This design comes from an exercise in tuning for small area, a short achievable clock period and few clock cycles per item on the open sky130 flow, not from production work. At most, simulation tests tie the RTL to the original design; equivalence was not proved. Power figures rest on the tool's default switching activity, not on a simulated workload.

Design crc_core, start of the top module:
module crc_core (
    input  wire        clk,
    input  wire        rst,
    input  wire        cmd_valid,
    output wire        cmd_ready,
    input  wire [31:0] cmd_word,
    output reg         resp_valid,
    input  wire        resp_ready,
    output wire [7:0]  resp_status,
    output wire [63:0] resp_data
);
    localparam [7:0] OP_CRC_INIT       = 8'h01;
    localparam [7:0] OP_CRC_UPDATE     = 8'h02;
    localparam [7:0] OP_CRC_READ       = 8'h03;
    localparam [7:0] OP_CRC_TABLE_READ = 8'h04;
    wire [7:0]  op  = cmd_word[7:0];
    wire [7:0]  a   = cmd_word[15:8];
    wire [15:0] off = cmd_word[31:16];
    wire is_init   = (op == OP_CRC_INIT)       && (off == 16'd0) && (a == 8'd0);
    wire is_update = (op == OP_CRC_UPDATE)     && (off == 16'd0);
    wire is_read   = (op == OP_CRC_READ)       && (off == 16'd0) && (a == 8'd0);
    wire is_table  = (op == OP_CRC_TABLE_READ) && (off == 16'd0);
    reg        s_v;
    reg        s_ill, s_upd, s_init, s_rd, s_tbl, s_op1;
    reg [7:0]  s_a;
    reg        h_ill, h_upd, h_init, h_rd, h_tbl;
    reg [7:0]  h_x;
    assign cmd_ready = !s_v;
    wire take   = cmd_valid && !s_v;
    wire pop    = resp_valid && resp_ready;
    wire h_free = pop || !resp_valid;
    reg  [63:0] crc_s;
    wire [63:0] t_val;
    reg  [63:0] crc_n;
    crc_engine u_engine (
        .x (h_x),
        .t (t_val)
    );
    always @(*) begin
        if (rst || (pop && h_init))
            crc_n = 64'hFFFFFFFFFFFFFFFF;
        else if (pop && h_upd)
            crc_n = (crc_s >> 8) ^ t_val;
        else
            crc_n = crc_s;
    end
    always @(posedge clk)
        crc_s <= crc_n;
    wire       n_op1 = s_v ? s_op1 : op[1];
    wire [7:0] n_a   = s_v ? s_a : a;
    always @(posedge clk) begin
        if (rst) begin
            resp_valid <= 1'b0;
            s_v        <= 1'b0;
        end else begin
            if (h_free) begin
  ...
Settings: LEC_CHECK=0, CAP_MARGIN=20, CORE_MARGIN=2, CORE_UTILIZATION=55, CTS_BUF_LIST=sky130_fd_sc_hd__clkbuf_4 sky130_fd_sc_hd__clkbuf_8, SETUP_SLACK_MARGIN=4.0, SLEW_MARGIN=20; clock period 8.0 ns.
standard.sh (not shown) runs the stock make flow with config.mk's settings and CLKGATE_MAP_FILE= SYNTH_SCRIPT=/design/flow/synth_recipe.tcl, a recipe that flattens the netlist after the stock synthesis.
==> flow/flow/run.sh <==
#!/bin/bash
set -euo pipefail
export BUFFER_PORTS_ARGS="-buffer_cell sky130_fd_sc_hd__buf_1"
bash standard.sh > standard_make.log 2>&1
==> next run, changes <==
==> flow/run.sh (new file) <==
#!/bin/bash
# synth_recipe.tcl (not shown) runs the flow's synth.tcl, then flattens the netlist and writes it again
# the make line also repeats each setting of config.mk as NAME=value (left out here)
make -C /OpenROAD-flow-scripts/flow DESIGN_CONFIG=/design/flow/config.mk WORK_HOME=/design/flow/orfs CLKGATE_MAP_FILE= SYNTH_SCRIPT=/design/flow/synth_recipe.tcl finish
Settings changed: ABC_CLOCK_PERIOD_IN_PS from default to 2500, CORE_UTILIZATION 55 to 70, SETUP_SLACK_MARGIN 4.0 to 5.
removed: flow/flow/run.sh
removed: flow/standard.sh
After rerunning:
- Now the flow did not get past clock tree synthesis on DPL-0038
- synthesized area does not change
- synthesized cell count is unchanged
==> next run, changes <==
Settings changed: ABC_CLOCK_PERIOD_IN_PS 2500 to default.
The new run never finished: it broke off in clock tree synthesis, error DPL-0038.
Synthesized area stays the same.
Synthesized cell count does not change.
==> next run, changes <==
==> flow/flow/run.sh (new file) <==
#!/bin/bash
set -euo pipefail
export BUFFER_PORTS_ARGS="-buffer_cell sky130_fd_sc_hd__buf_1"
bash standard.sh > standard_make.log 2>&1
==> flow/standard.sh (new file) <==
#!/bin/bash
# synth_recipe.tcl (not shown) runs the flow's synth.tcl, then flattens the netlist and writes it again
# the make line also repeats each setting of config.mk as NAME=value (left out here)
make -C /OpenROAD-flow-scripts/flow DESIGN_CONFIG=/design/flow/config.mk WORK_HOME=/design/flow/orfs CLKGATE_MAP_FILE= SYNTH_SCRIPT=/design/flow/synth_recipe.tcl "${@:-finish}"
Settings changed: CORE_UTILIZATION 70 to 55, SETUP_SLACK_MARGIN 5 to 4.5.
removed: flow/run.sh
Effect: With this change the flow completed without violations. Area after synthesis does not change. Synthesized cell count is unchanged.
No functional check of the RTL was part of any run of this note.


== run 1 ==
Another version of the RTL of crc_core (not shown whole).
Size in the first run: ~690 cells after synthesis, roughly 160 flip-flops, about 7400 um2 of cells after synthesis.
export LEC_CHECK = 0
export CAP_MARGIN = 20
export CORE_MARGIN = 2
export CORE_UTILIZATION = 55
export CTS_BUF_LIST = sky130_fd_sc_hd__clkbuf_4 sky130_fd_sc_hd__clkbuf_8
export PLACE_DENSITY = 0.75
export SLEW_MARGIN = 20
export SYNTH_HIERARCHICAL = 1
export SYNTH_MINIMUM_KEEP_SIZE = 0
create_clock -name core_clock -period 8.0 [get_ports {clk}]
==> flow/flow/run.sh <==
#!/bin/bash
set -euo pipefail
export BUFFER_PORTS_ARGS="-buffer_cell sky130_fd_sc_hd__buf_1"
export SETUP_SLACK_MARGIN=5.45
bash standard.sh > standard_make.log 2>&1
Testbench counts of run 1, summed over its fixed seeds: cycles 9,227, commands 9,211.
Relative to run 1, the following input files were edited for run 2:
==> flow/flow/run.sh <==
#!/bin/bash
set -euo pipefail
export BUFFER_PORTS_ARGS="-buffer_cell sky130_fd_sc_hd__buf_1"
export SETUP_SLACK_MARGIN=5.4
export CTS_ARGS="-sink_clustering_enable -repair_clock_nets -buf_list {sky130_fd_sc_hd__clkbuf_4 sky130_fd_sc_hd__clkbuf_8} -dont_use_dummy_load"
bash standard.sh > standard_make.log 2>&1
==> run summary <==
Comparing run 1 against run 2, there is no change at all in hold buffer count at CTS.
Final cell area: run 2 below run 1
Going from run 1 to run 2, the post-route clock period utilization was found to have gone up by 0.19 points.
Re post-synthesis sequential area ratio: no difference whatsoever between run 1 and run 2.
Sort run 2 and run 1 by global-route wire length before repair desc -> top: run 1
## Diff of input files: run 3 against run 2
Settings: a change of CORE_UTILIZATION from 55 to 60.
==> run summary <==
Both conditions hold for run 3: the flow ran to the end and the final layout passed the timing, DRC and antenna checks.
Delta (run 3 minus run 2): sequential share of cell area now sits higher; area overhead of the layout relative to synthesis went down; worst setup slack after placement lost 0.074 ns; clock transition at the register clock pins on the worst setup and hold paths after CTS went down 0.03 ns.
met3 global-route usage in run 3 is 0.67 points above run 2.
Run 2 was routed with fewer vias than run 3.
Diff run 2 -> run 3: area of all placed cells without fillers went down by 0.53%, highest ir drop seen on vdd went down by 29 uV.
[compare] base=run 2 new=run 3: first-pass iteration count of the detailed router higher; setup slack higher.


The RTL this note starts from:
==> flow/design.v <==
module crc_engine (
    input  wire [7:0]  x,      
    output wire [63:0] t       
);
    localparam [63:0] POLY_R = 64'hC96C5795D7870F42;   
    function [63:0] table_entry(input [7:0] i);
        reg [63:0] c;
        integer k;
        begin
            c = {56'd0, i};
            for (k = 0; k < 8; k = k + 1)
                c = c[0] ? ((c >> 1) ^ POLY_R) : (c >> 1);
            table_entry = c;
        end
    endfunction
    function [63:0] table_lin(input [7:0] i);
        integer k;
        begin
            table_lin = 64'd0;
            for (k = 0; k < 8; k = k + 1)
                if (i[k])
                    table_lin = table_lin ^ table_entry(8'd1 << k);
        end
    endfunction
    assign t = table_lin(x);
endmodule
module crc_core (
    input  wire        clk,
    input  wire        rst,
    input  wire        cmd_valid,
    output wire        cmd_ready,
    input  wire [31:0] cmd_word,
    output reg         resp_valid,
    input  wire        resp_ready,
    output wire [7:0]  resp_status,
    output reg  [63:0] resp_data
);
    localparam [7:0] OP_CRC_INIT       = 8'h01;
    localparam [7:0] OP_CRC_UPDATE     = 8'h02;
    localparam [7:0] OP_CRC_READ       = 8'h03;
    localparam [7:0] OP_CRC_TABLE_READ = 8'h04;
    wire [7:0]  op  = cmd_word[7:0];
    wire [7:0]  a   = cmd_word[15:8];
    wire [15:0] off = cmd_word[31:16];
    wire is_init   = (op == OP_CRC_INIT)       && (off == 16'd0) && (a == 8'd0);
    wire is_update = (op == OP_CRC_UPDATE)     && (off == 16'd0);
    wire is_read   = (op == OP_CRC_READ)       && (off == 16'd0) && (a == 8'd0);
    wire is_table  = (op == OP_CRC_TABLE_READ) && (off == 16'd0);
    wire [11:0] in_e = {is_update, is_init, is_read, is_table, a};
    reg        h_v, s_v;
    reg [11:0] h_e, s_e;
    assign cmd_ready = !s_v;
    wire take  = cmd_valid && !s_v;
    wire adv   = h_v && (!resp_valid || resp_ready);    
    wire h_free = adv || !h_v;
    always @(posedge clk) begin
        if (rst) begin
            h_v <= 1'b0;
            s_v <= 1'b0;
        end else begin
            if (h_free) begin
                h_v <= s_v || take;
                h_e <= s_v ? s_e : in_e;
                s_v <= 1'b0;
            end else if (take) begin
                s_v <= 1'b1;
                s_e <= in_e;
            end
        end
    end
    wire       e_upd  = h_e[11];
    wire       e_init = h_e[10];
    wire       e_read = h_e[9];
    wire       e_tbl  = h_e[8];
    wire [7:0] e_a    = h_e[7:0];
    reg  [63:0] crc_s;
    wire [63:0] t_val;
    crc_engine u_engine (
        .x (e_a ^ (crc_s[7:0] & {8{e_upd}})),
        .t (t_val)
    );
    always @(posedge clk) begin
        if (rst || (adv && e_init))
            crc_s <= 64'hFFFFFFFFFFFFFFFF;
        else if (adv && e_upd)
            crc_s <= (crc_s >> 8) ^ t_val;
    end
    reg st_ill;
    assign resp_status = {7'd0, st_ill};
    always @(posedge clk) begin
        if (rst) begin
            resp_valid <= 1'b0;
        end else if (adv) begin
            resp_valid <= 1'b1;
            st_ill     <= !(e_upd || e_init || e_read || e_tbl);
            resp_data  <= ({64{e_read}} & ~crc_s) | ({64{e_tbl}} & t_val);
        end else if (resp_ready) begin
            resp_valid <= 1'b0;
        end
    end
endmodule
clock: 8.0 ns
lec_check: 0
cap_margin: 20
core_margin: 2
core_utilization: 70
cts_buf_list: sky130_fd_sc_hd__clkbuf_4 sky130_fd_sc_hd__clkbuf_8
setup_slack_margin: 5
slew_margin: 20
run.sh (not shown) runs the stock make flow with config.mk's settings and CLKGATE_MAP_FILE= SYNTH_SCRIPT=/design/flow/synth_recipe.tcl, a recipe that flattens the netlist after the stock synthesis.
Stock flow here: none of the scripts above is used.
The first run finished with timing, DRC and antenna clean.
Testbench counts at the start, summed over its fixed seeds: cycles 9,227, commands 9,211.
Next try:
--- a/flow/config.mk
+++ b/flow/config.mk
@@ -8,6 +8,4 @@
 export CAP_MARGIN = 20
 export CORE_MARGIN = 2
-export CORE_UTILIZATION = 70
-export CTS_BUF_LIST = sky130_fd_sc_hd__clkbuf_4 sky130_fd_sc_hd__clkbuf_8
-export SETUP_SLACK_MARGIN = 5
+export CORE_UTILIZATION = 40
 export SLEW_MARGIN = 20
The new run ran to the end with no violations.
Total power goes up by 11%.
Synthesized area is unchanged.
Die area goes up by 72%.
Core utilization goes down by 37 points.
Global-route usage goes down by 15 points.
Next try:
==> flow/flow/run.sh (new file) <==
#!/bin/bash
set -euo pipefail
export BUFFER_PORTS_ARGS="-buffer_cell sky130_fd_sc_hd__buf_1"
bash standard.sh > standard_make.log 2>&1
==> flow/standard.sh (new file) <==
#!/bin/bash
# synth_recipe.tcl (not shown) runs the flow's synth.tcl, then flattens the netlist and writes it again
# the make line also repeats each setting of config.mk as NAME=value (left out here)
make -C /OpenROAD-flow-scripts/flow DESIGN_CONFIG=/design/flow/config.mk WORK_HOME=/design/flow/orfs CLKGATE_MAP_FILE= SYNTH_SCRIPT=/design/flow/synth_recipe.tcl "${@:-finish}"
--- a/flow/config.mk
+++ b/flow/config.mk
@@ -8,4 +8,6 @@
 export CAP_MARGIN = 20
 export CORE_MARGIN = 2
-export CORE_UTILIZATION = 40
+export CORE_UTILIZATION = 55
+export CTS_BUF_LIST = sky130_fd_sc_hd__clkbuf_4 sky130_fd_sc_hd__clkbuf_8
+export SETUP_SLACK_MARGIN = 5
 export SLEW_MARGIN = 20
removed: flow/run.sh
Result: The changed run finished with timing, DRC and antenna clean; wire length decreases by 0.72%; first-iteration DRC count grows by 23%; total power falls by 14%; utilization goes up by 12 points; hold slack barely changes; design area drops by about 10%.
Next try:
--- a/flow/config.mk
+++ b/flow/config.mk
@@ -6,4 +6,5 @@
 export NUM_CORES = 4
 export LEC_CHECK = 0
+export ABC_AREA = 1
 export CAP_MARGIN = 20
 export CORE_MARGIN = 2
After rerunning: Hold slack is about the same; clock skew hardly moves; combinational power shrinks by 12%; wire length went up by 16%; count of clock-buffer cells in the layout climbs by 2; design area rose by 3.0%; maximum frequency came out higher by 4.5%; die area went up by 2.6%; sequential share of layout area drops by 1.4 points; sequential power fell by about 1%; utilization increases by 1.1 points.
Next try:
==> flow/flow/run.sh (replaced) <==
#!/bin/bash
set -euo pipefail
export BUFFER_PORTS_ARGS="-buffer_cell sky130_fd_sc_hd__buf_1"
export SETUP_SLACK_MARGIN=5.8
bash standard.sh > standard_make.log 2>&1
--- a/flow/config.mk
+++ b/flow/config.mk
@@ -6,9 +6,7 @@
 export NUM_CORES = 4
 export LEC_CHECK = 0
-export ABC_AREA = 1
 export CAP_MARGIN = 20
 export CORE_MARGIN = 2
 export CORE_UTILIZATION = 55
 export CTS_BUF_LIST = sky130_fd_sc_hd__clkbuf_4 sky130_fd_sc_hd__clkbuf_8
-export SETUP_SLACK_MARGIN = 5
 export SLEW_MARGIN = 20
Result: The new run went through all stages and came out clean; wire length climbs by 42%; worst hold slack is better by 6.8 ps; count of clock-buffer cells in the layout is lower by 2; design area grows by 32%; setup slack is better by 240 ps.
Next try:
==> flow/run.sh (new file) <==
#!/bin/bash
# synth_recipe.tcl (not shown) runs the flow's synth.tcl, then flattens the netlist and writes it again
# the make line also repeats each setting of config.mk as NAME=value (left out here)
make -C /OpenROAD-flow-scripts/flow DESIGN_CONFIG=/design/flow/config.mk WORK_HOME=/design/flow/orfs CLKGATE_MAP_FILE= SYNTH_SCRIPT=/design/flow/synth_recipe.tcl finish
--- a/flow/config.mk
+++ b/flow/config.mk
@@ -8,5 +8,5 @@
 export CAP_MARGIN = 20
 export CORE_MARGIN = 2
-export CORE_UTILIZATION = 55
+export CORE_UTILIZATION = 70
 export CTS_BUF_LIST = sky130_fd_sc_hd__clkbuf_4 sky130_fd_sc_hd__clkbuf_8
 export SLEW_MARGIN = 20
removed: flow/flow/run.sh
removed: flow/standard.sh
What happened: Worst setup slack degrades by 840 ps. Wire length went down by 39%. Global-route usage went down by 0.86 points. Combinational power went down by 39%. Clock skew went down by 6.0 ps. Die area went down by 21%. Total power went down by 11%. Cell area went down by 22%. Cell count went down by 17%.


## build 32
crc_core, a different RTL version from the one above (not shown whole).
For scale: about 680 cells after synthesis, about 110 I/O pins, ~7200 um^2 of cells after synthesis.
==> flow/config.mk <==
export PLATFORM = sky130hd
export DESIGN_NAME = crc_core
export DESIGN_NICKNAME = crc_core
export VERILOG_FILES = /design/flow/design.v
export SDC_FILE = /design/flow/constraint.sdc
export NUM_CORES = 4
export LEC_CHECK = 0
export CAP_MARGIN = 20
export CORE_MARGIN = 2
export CORE_UTILIZATION = 55
export CTS_BUF_LIST = sky130_fd_sc_hd__clkbuf_4 sky130_fd_sc_hd__clkbuf_8
export SLEW_MARGIN = 20
export SYNTH_HIERARCHICAL = 1
export SYNTH_MINIMUM_KEEP_SIZE = 0
==> flow/constraint.sdc <==
create_clock -name core_clock -period 8.0 [get_ports {clk}]
set_input_delay 1.6000 -clock core_clock [delete_from_list [all_inputs] [get_ports {clk}]]
set_output_delay 1.6000 -clock core_clock [all_outputs]
set_load 0.01 [all_outputs]
standard.sh (not shown) runs the stock make flow with config.mk's settings and CLKGATE_MAP_FILE= SYNTH_SCRIPT=/design/flow/synth_recipe.tcl, a recipe that flattens the netlist after the stock synthesis.
==> flow/flow/run.sh <==
#!/bin/bash
set -euo pipefail
export BUFFER_PORTS_ARGS="-buffer_cell sky130_fd_sc_hd__buf_1"
export SETUP_SLACK_MARGIN=5.5
bash standard.sh > standard_make.log 2>&1
In summary, build 32 completed successfully, with a layout that passed the timing, DRC and antenna checks.
Testbench counts of build 32, summed over its fixed seeds: cycles 9,227, commands 9,211.
Setup changes, build 32 to build 70
# build 32
export LEC_CHECK = 0
export CAP_MARGIN = 20
export CORE_MARGIN = 2
export CORE_UTILIZATION = 55
export CTS_BUF_LIST = sky130_fd_sc_hd__clkbuf_4 sky130_fd_sc_hd__clkbuf_8
export SLEW_MARGIN = 20
export SYNTH_HIERARCHICAL = 1
export SYNTH_MINIMUM_KEEP_SIZE = 0
create_clock -name core_clock -period 8.0 [get_ports {clk}]
# build 70
export LEC_CHECK = 0
export CAP_MARGIN = 20
export CORE_MARGIN = 2
export CORE_UTILIZATION = 55
export CTS_BUF_LIST = sky130_fd_sc_hd__clkbuf_4 sky130_fd_sc_hd__clkbuf_8
export SETUP_SLACK_MARGIN = 5
export SLEW_MARGIN = 20
export SYNTH_HIERARCHICAL = 1
export SYNTH_MINIMUM_KEEP_SIZE = 0
create_clock -name core_clock -period 8.0 [get_ports {clk}]
==> flow/flow/run.sh <==
#!/bin/bash
set -euo pipefail
export BUFFER_PORTS_ARGS="-buffer_cell sky130_fd_sc_hd__buf_1"
bash standard.sh > standard_make.log 2>&1
[summary]
Build 32 and build 70 ended up with nearly the same total negative setup slack.
Delta(length in cells of the worst reg-to-reg path, build 70 - build 32) < 0
Compared build 70 against build 32; fraction of the mapped netlist area in simple logic gates within noise.
Final area, build 32 and build 70: higher on build 32
Final critical-path share of the clock period is higher on build 70
When the final numbers for build 32 and build 70 were put side by side, the register-to-register slack turned out to be greater in build 32.
Diff build 32..build 70 | synthesized area | unchanged
Power share of the clock group ends up lower on build 70.
Going from build 32 to build 70, the global-route usage was found to have gone down by 1.0 points.
Taking build 32 as the reference point, the total power of build 70 falls by about 12%.
What build 25 does differently from build 70 at the input level:
# build 70
export LEC_CHECK = 0
export CAP_MARGIN = 20
export CORE_MARGIN = 2
export CORE_UTILIZATION = 55
export CTS_BUF_LIST = sky130_fd_sc_hd__clkbuf_4 sky130_fd_sc_hd__clkbuf_8
export SETUP_SLACK_MARGIN = 5
export SLEW_MARGIN = 20
export SYNTH_HIERARCHICAL = 1
export SYNTH_MINIMUM_KEEP_SIZE = 0
create_clock -name core_clock -period 8.0 [get_ports {clk}]
# build 25
export LEC_CHECK = 0
export CAP_MARGIN = 20
export CORE_MARGIN = 2
export CORE_UTILIZATION = 55
export CTS_BUF_LIST = sky130_fd_sc_hd__clkbuf_8 sky130_fd_sc_hd__clkbuf_16
export CTS_CLUSTER_DIAMETER = 60
export CTS_CLUSTER_SIZE = 30
export SLEW_MARGIN = 20
export SYNTH_HIERARCHICAL = 1
export SYNTH_MINIMUM_KEEP_SIZE = 0
create_clock -name core_clock -period 8.0 [get_ports {clk}]
==> flow/flow/run.sh <==
#!/bin/bash
set -euo pipefail
export BUFFER_PORTS_ARGS="-buffer_cell sky130_fd_sc_hd__buf_1"
export SETUP_SLACK_MARGIN=5.3
bash standard.sh > standard_make.log 2>&1
## What came out
Between build 25 and build 70, setup slack is higher for build 25, build 70 comes in under that. Build 70 completed every stage of the flow, and the final layout passed the timing, DRC and antenna checks. The flow did not stop early for build 25: all stages ran, and the layout cleared the timing, DRC and antenna checks. Going from build 70 to build 25, area of all placed cells without fillers increased by about 9% relative to the old numbers; worst-path maximum fanout decreased by 1 relative to the old numbers. | number of buffers between clock root and the deepest sink | build 70 vs build 25 | ≈ equal |. From build 70 to build 25 the numbers moved as follows: clock insertion delay at the later pin of the skew report went down 0.04 ns, cell depth of the worst setup path went up 1, placed instance area went up 0.99%, wire length went up 1300 um, via total after detailed routing went up 261. Compared with build 70, in build 25 buffer count excluding the clock tree in the final layout increased 36; clock power share has increased.
Relative to build 25, the following input files were edited for build 41:
# build 25
export LEC_CHECK = 0
export CAP_MARGIN = 20
export CORE_MARGIN = 2
export CORE_UTILIZATION = 55
export CTS_BUF_LIST = sky130_fd_sc_hd__clkbuf_8 sky130_fd_sc_hd__clkbuf_16
export CTS_CLUSTER_DIAMETER = 60
export CTS_CLUSTER_SIZE = 30
export SLEW_MARGIN = 20
export SYNTH_HIERARCHICAL = 1
export SYNTH_MINIMUM_KEEP_SIZE = 0
create_clock -name core_clock -period 8.0 [get_ports {clk}]
# build 41
export LEC_CHECK = 0
export ABC_AREA = 1
export CAP_MARGIN = 20
export CORE_MARGIN = 2
export CORE_UTILIZATION = 55
export CTS_BUF_LIST = sky130_fd_sc_hd__clkbuf_4 sky130_fd_sc_hd__clkbuf_8
export SETUP_SLACK_MARGIN = 5
export SLEW_MARGIN = 20
export SYNTH_HIERARCHICAL = 1
export SYNTH_MINIMUM_KEEP_SIZE = 0
create_clock -name core_clock -period 8.0 [get_ports {clk}]
==> flow/flow/run.sh <==
#!/bin/bash
set -euo pipefail
export BUFFER_PORTS_ARGS="-buffer_cell sky130_fd_sc_hd__buf_1"
bash standard.sh > standard_make.log 2>&1
==> comparison <==
- Each of the runs, namely build 41 and build 25, reached the end of the flow and came out clean.
- For the actual transition at the worst max-transition pin, build 41 came in 0.085 ns lower than build 25 did.
- Comparing buffer and inverter count on the worst path for build 41 and build 25, the bigger number came from build 41.
- Build 41: vias per cell 0.62 below build 25
--- input diff build 41..build 66 ---
# build 41
export LEC_CHECK = 0
export ABC_AREA = 1
export CAP_MARGIN = 20
export CORE_MARGIN = 2
export CORE_UTILIZATION = 55
export CTS_BUF_LIST = sky130_fd_sc_hd__clkbuf_4 sky130_fd_sc_hd__clkbuf_8
export SETUP_SLACK_MARGIN = 5
export SLEW_MARGIN = 20
export SYNTH_HIERARCHICAL = 1
export SYNTH_MINIMUM_KEEP_SIZE = 0
create_clock -name core_clock -period 8.0 [get_ports {clk}]
# build 66
export LEC_CHECK = 0
export CAP_MARGIN = 20
export CORE_MARGIN = 2
export CORE_UTILIZATION = 55
export CTS_BUF_LIST = sky130_fd_sc_hd__clkbuf_4 sky130_fd_sc_hd__clkbuf_8
export SLEW_MARGIN = 20
export SYNTH_HIERARCHICAL = 1
export SYNTH_MINIMUM_KEEP_SIZE = 0
create_clock -name core_clock -period 8.0 [get_ports {clk}]
==> flow/flow/run.sh <==
#!/bin/bash
set -euo pipefail
export BUFFER_PORTS_ARGS="-buffer_cell sky130_fd_sc_hd__buf_1"
export SETUP_SLACK_MARGIN=5.2
bash standard.sh > standard_make.log 2>&1
## What came out
Re total number of vias: build 66 is 1,255 down on build 41.
Power share of the clock group delta (build 41 -> build 66): insignificant
In the reports for build 66 and build 41, the smaller multi-input logic area belongs to build 66.
Delta (build 66 minus build 41): worst path setup slack after routing now sits higher; fraction of area in clock buffers and inverters now sits higher; headroom to the max-slew limit now sits lower; cell area now sits lower.
Number of non-clock buffers in the layout in build 66 is about 12% higher than in build 41
Build 66 vs build 41, sequential share of layout area went up by 3.7 points.
Of build 66 and build 41, build 41 shows the higher post-route fraction of the period consumed by the critical path, with build 66 below it.

## static timing again, ports no longer ideal
In the flow no input, the clock included, has a driving cell. The finished layouts below were timed again as built, in two steps. Step 1 sets driving cells, clkbuf_16 on the clock port and buf_2 on the other inputs (assumed; they add their load-dependent delay and slew). Step 2 moves the port delays by t, midway between the first and last clock arrival at a register: inputs arrive t later, outputs are due t later. That takes back most of the time a late clock gives input paths. a / b / c = ideal ports / drivers / drivers and shift; a / b = the first two.
run | t, ns | setup WS [ns] | latest minus earliest clock arrival (ns)
the first run of note 1 | 0.421 | 4.004 / 3.967 / 4.388 | 0.015 / 0.015
the fourth run of note 1 | 0.413 | 3.977 / 3.947 / 4.205 | 0.023 / 0.022
run 1 | 0.498 | 5.407 / 5.369 / 5.059 | 0.012 / 0.012
run 2 | 0.489 | 5.391 / 5.356 / 5.030 | 0.027 / 0.027
run 3 | 0.485 | 5.410 / 5.377 / 4.987 | 0.023 / 0.022
the first run of note 3 | 0.488 | 4.878 / 4.862 / 4.374 | 0.012 / 0.012
the second run of note 3 | 0.466 | 4.523 / 4.482 / 4.232 | 0.010 / 0.010
the third run of note 3 | 0.493 | 4.966 / 4.976 / 4.483 | 0.014 / 0.014
the fourth run of note 3 | 0.484 | 5.097 / 5.075 / 4.629 | 0.012 / 0.013
the fifth run of note 3 | 0.500 | 5.333 / 5.300 / 4.896 | 0.019 / 0.019
the sixth run of note 3 | 0.493 | 4.498 / 4.464 / 4.185 | 0.013 / 0.013
build 32 | 0.490 | 5.381 / 5.342 / 4.960 | 0.008 / 0.009
build 70 | 0.496 | 5.109 / 5.109 / 4.694 | 0.011 / 0.010
build 25 | 0.462 | 5.371 / 5.352 / 4.942 | 0.006 / 0.006
build 41 | 0.482 | 5.100 / 5.112 / 4.630 | 0.010 / 0.010
build 66 | 0.485 | 5.278 / 5.291 / 4.808 | 0.011 / 0.011
After both steps every run listed still meets setup and hold. The setup slack of the first run of note 3, which loses most, moves by -0.016 ns with the drivers and by -0.504 ns with both steps.
